Context: an optimization exercise on an open-source flow, tuned for small area. The choices shown serve that exercise and are no tape-out recipe.
Only simulation tests tie the RTL to the original design; equivalence was not proved.
The flow treats the clock pin as an ideal source, which a real chip does not have.

== JK ==
Design pfrb, start of the top module:
module pfrb (
    input  wire        clk,
    input  wire        rst,
    input  wire        in_valid,
    input  wire [7:0]  in_data,
    output wire        in_ready,
    input  wire        rx_fault,
    input  wire        cmd_valid,
    input  wire [8:0]  cmd,
    output reg         resp_valid,
    output reg  [46:0] resp
);
Size: roughly 3,000 flip-flops, ~71 I/O pins, roughly 86,000 µm² of cells after synthesis.
export LEC_CHECK = 0
export CAP_MARGIN = 20
export CORE_MARGIN = 2
export CORE_UTILIZATION = 65
export CTS_BUF_LIST = sky130_fd_sc_hd__clkbuf_8
export CTS_CLUSTER_DIAMETER = 80
export CTS_CLUSTER_SIZE = 16
export PLACE_DENSITY = 0.75
export SLEW_MARGIN = 20
create_clock -name core_clock -period 10.0 [get_ports {clk}]
standard.sh (not shown) runs the stock make flow with config.mk's settings and CLKGATE_MAP_FILE= SYNTH_SCRIPT=/design/flow/synth_recipe.tcl, a recipe that flattens the netlist after the stock synthesis.
==> flow/flow/run.sh <==
#!/bin/bash
# Own flow: the standard layout (standard.sh, all steps to finish) with
# these changes:
#  - synthesis: the combinational logic is mapped by ABC with an
#    area-oriented script (flow/area.abc) instead of ORFS's
#    abc_speed.script. Flip-flop mapping (dfflibmap) runs before ABC and is
#    unchanged, so the registers, their names and cell types are those of
#    the standard synthesis.
#  - CTS: the same clock_tree_synthesis call as ORFS makes from the
#    CTS_* settings, plus -dont_use_dummy_load.
#  - after global route (flow/clkfix.tcl): clock buffers whose flip-flop
#    clock pins would see a slew above 115 ps are upsized to clkbuf_16.
# Each step's full output is in orfs/logs/...; make's output in flow_make.log.
set -euo pipefail
here=$(pwd)
export MY_ABC_SCRIPT="$here/flow/area.abc"
{
  echo 'proc abc {args} {'
  echo '  set i [lsearch -exact $args -script]'
  echo '  if { $i >= 0 } { lset args [expr {$i + 1}] $::env(MY_ABC_SCRIPT) }'
  echo '  yosys abc {*}$args'
  echo '}'
  cat synth_recipe.tcl
} > my_synth.tcl
sed "s#SYNTH_SCRIPT=[^ ]*synth_recipe.tcl#SYNTH_SCRIPT=$here/my_synth.tcl#" standard.sh > my_standard.sh
grep -q "SYNTH_SCRIPT=$here/my_synth.tcl" my_standard.sh
CTS_SIZE=$(sed -n 's/^export CTS_CLUSTER_SIZE = //p' config.mk)
CTS_DIAM=$(sed -n 's/^export CTS_CLUSTER_DIAMETER = //p' config.mk)
CTS_BUFS=$(sed -n 's/^export CTS_BUF_LIST = //p' config.mk)
bash my_standard.sh \
  "CTS_ARGS=-sink_clustering_enable -repair_clock_nets -sink_clustering_size $CTS_SIZE -sink_clustering_max_diameter $CTS_DIAM -buf_list $CTS_BUFS -dont_use_dummy_load" \
  "POST_GLOBAL_ROUTE_TCL=$here/flow/clkfix.tcl" \
  finish > flow_make.log 2>&1
Other scripts of this flow, unchanged in this note and not shown: flow/flow/area.abc, flow/flow/clkfix.tcl
JK was carried through to the last stage, and its layout satisfied the timing, design-rule and antenna checks.
Relative to JK, the following input files were edited for MS:
diff --git a/flow/design.v b/flow/design.v
--- a/flow/design.v
+++ b/flow/design.v
@@ -89,37 +89,34 @@
         begin
             for (i = 0; i < 6; i = i + 1) dec6[i] = (v == i);
         end
     endfunction
     wire [5:0] s5_1h = slot1h(5, ph);
     wire [5:0] s1_1h = slot1h(1, ph);
-    wire [5:0] s3_1h = slot1h(3, ph);
     wire [2:0] sport = enc6(s5_1h);
     wire [5:0] wtgt1h = dec6(wtgt);
     wire wr_now = (commit && sport == wblk) || (wpend && sport == wtgt);
     wire [5:0] hold1h = wpend ? wtgt1h : 6'd0;
     wire [5:0] pce    = cmd_snap ? 6'h3f : pc;              
     wire [5:0] nocp   = (cmd_snap ? wpend : (xn && wpend)) ? hold1h : 6'd0;
     wire [5:0] cpok   = pce & ~nocp;
     wire cp0 = |(cpok & s5_1h);
     wire cp2 = |(cpok & s1_1h);
-    wire cp4 = |(cpok & s3_1h);
     wire [BW-1:0] nblk  = {sr, prev_start};           
     wire [BW-1:0] r5 = ring[BW*5 +: BW];
     wire [BW-1:0] r1 = ring[BW*1 +: BW];
-    wire [BW-1:0] r3 = ring[BW*3 +: BW];
     always @(posedge clk) begin
         ring <= {ring[0 +: BW*5], wr_now ? nblk : r5};
         snap <= {snap[BW*4 +: BW],
-                 cp4 ? r3 : snap[BW*3 +: BW],
+                 snap[BW*3 +: BW],
                  snap[BW*2 +: BW],
                  cp2 ? r1 : snap[BW*1 +: BW],
                  snap[BW*0 +: BW],
                  cp0 ? r5 : snap[BW*5 +: BW]};
     end
-    wire [5:0] pc_next = pce & ~((cp0 ? s5_1h : 6'd0) | (cp2 ? s1_1h : 6'd0) | (cp4 ? s3_1h : 6'd0));
+    wire [5:0] pc_next = pce & ~((cp0 ? s5_1h : 6'd0) | (cp2 ? s1_1h : 6'd0));
     always @(posedge clk) begin
         if (rst) begin
             ph    <= 6'd1;
             wpend <= 1'b0;
             wtgt  <= 3'd0;
             pc    <= 6'd0;
@@ -216,13 +213,13 @@
     integer kr;
     always @(*) begin
         raw = {32{in_new}} & {nblk[BW-1 -: 16], nblk[15:0]};
         for (kr = 0; kr < 6; kr = kr + 1)
             raw = raw
                 | ({32{in_snap && in_hit[kr]}} & {snap[BW*kr+208 +: 16], snap[BW*kr +: 16]})
-                | ((kr % 2 == 1) ? ({32{in_ring && in_hit[kr]}} & {ring[BW*kr+208 +: 16], ring[BW*kr +: 16]}) : 32'd0);
+                | ((kr != 0 && kr != 2) ? ({32{in_ring && in_hit[kr]}} & {ring[BW*kr+208 +: 16], ring[BW*kr +: 16]}) : 32'd0);
     end
     wire [15:0] r_start = raw[15:0];
     wire [15:0] r_end   = raw[31:16];
     wire        wrap    = (r_end < r_start);
     wire [15:0] m0 = in_ri[0] ? r_end : r_start;
     wire [15:0] m1 = in_ri[1] ? r_end : r_start;
@@ -257,34 +254,42 @@
     wire [2:0] q_op  = cmd_q[2:0];
     wire [2:0] rb    = cmd_q[8:6];
     wire [2:0] ri    = cmd_q[5:3];
     wire [5:0] q_b1h  = dec6(rb);
     wire [5:0] q_hit  = posof(q_b1h, ph);
     wire       q_new  = |(q_b1h & nx1h);
-    wire       q_snap = !q_new;
+    wire       q_pend = |(q_b1h & pc);
+    wire       q_ring = q_pend && !q_new;
+    wire       q_snap = !q_pend;
     wire [47:0] ssel;
+    wire [15:0] rsel;     
     wire [7:0]  nsel;
     genvar g, h;
     generate
         for (h = 0; h < 8; h = h + 1) begin : g_nsel
             assign nsel[h] = q_new && (ri == h);
         end
         for (g = 0; g < 6; g = g + 1) begin : g_psel
             for (h = 0; h < 8; h = h + 1) begin : g_sel
                 assign ssel[g*8+h] = q_snap && q_hit[g] && (ri == h);
+                if (g >= 4) begin : g_rsel
+                    assign rsel[(g-4)*8+h] = q_ring && q_hit[g] && (ri == h);
+                end
             end
         end
     endgenerate
     reg [23:0] smp;       
     integer k;
     always @(*) begin
         smp = 24'd0;
         for (k = 0; k < 8; k = k + 1)
             smp = smp | ({24{nsel[k]}} & nblk[16 + 24*k +: 24]);
         for (k = 0; k < 48; k = k + 1)
             smp = smp | ({24{ssel[k]}} & snap[BW*(k/8) + 16 + 24*(k%8) +: 24]);
+        for (k = 0; k < 16; k = k + 1)
+            smp = smp | ({24{rsel[k]}} & ring[BW*(4 + k/8) + 16 + 24*(k%8) +: 24]);
     end
     wire blk_z = snap_z[rb];
     wire [44:0] sdata = {ang_q, smp[15:0], smp[23:16]};
     always @(*) begin
         case (q_op)
             3'd0: resp = {2'd0, 44'd0, rotc_q};
--- outcome ---
MS | status: complete | timing, DRC, antenna: pass. Going from JK to MS, the total wirelength of the detailed-routed design was found to have gone up by about 9%. MS ends up with a area growth from synthesis to final layout that is 0.39 points higher than in JK. Comparing MS and JK, the lower initial antenna violation count was measured on JK. MS against JK: clock skew after layout increased by 0.014 ns relative to the old numbers, number of cells in the finished layout apart from fillers increased by 41 relative to the old numbers. Design area was lower in the run labelled MS. [compare] base=JK new=MS: number of multi-input logic gates climbed about 1.5%, detailed route wirelength on metal3 climbed about 22%, count of cell instances traversed by the critical path dropped 2. MS vs JK: post-placement cell area down slightly. Compared with JK, MS shows a post-synthesis simple-gate area fraction that is 0.69 points higher.

port drivers added, routing unchanged:
The results above use ideal ports. As a check the final layouts listed here were re-extracted and re-timed, cells and wires unchanged.
Step 1 assumes that a clkbuf_16 drives the clock port and a buf_2 every other input.
Step 2, shift: input delay + t, output delay - t, t = (earliest + latest rising clock arrival at the registers) / 2. This alone moves slack from input paths to output paths.
Slacks: ideal ports / drivers / drivers and shift; pairs: ideal ports / drivers.
run	shift t [ns]	slack for setup (ns)	worst register clock-pin slew, ns	cell pins on the clock port's net
JK	1.031	0.666 / 0.580 / 0.261	0.11 / 0.11	1
MS	1.036	0.496 / 0.422 / -0.103	0.11 / 0.11	1
With both steps, setup timing fails in MS, where it was met with ideal ports. For MS, which loses most, drivers alone change the setup slack by -0.074 ns; drivers and shift together by -0.599 ns.
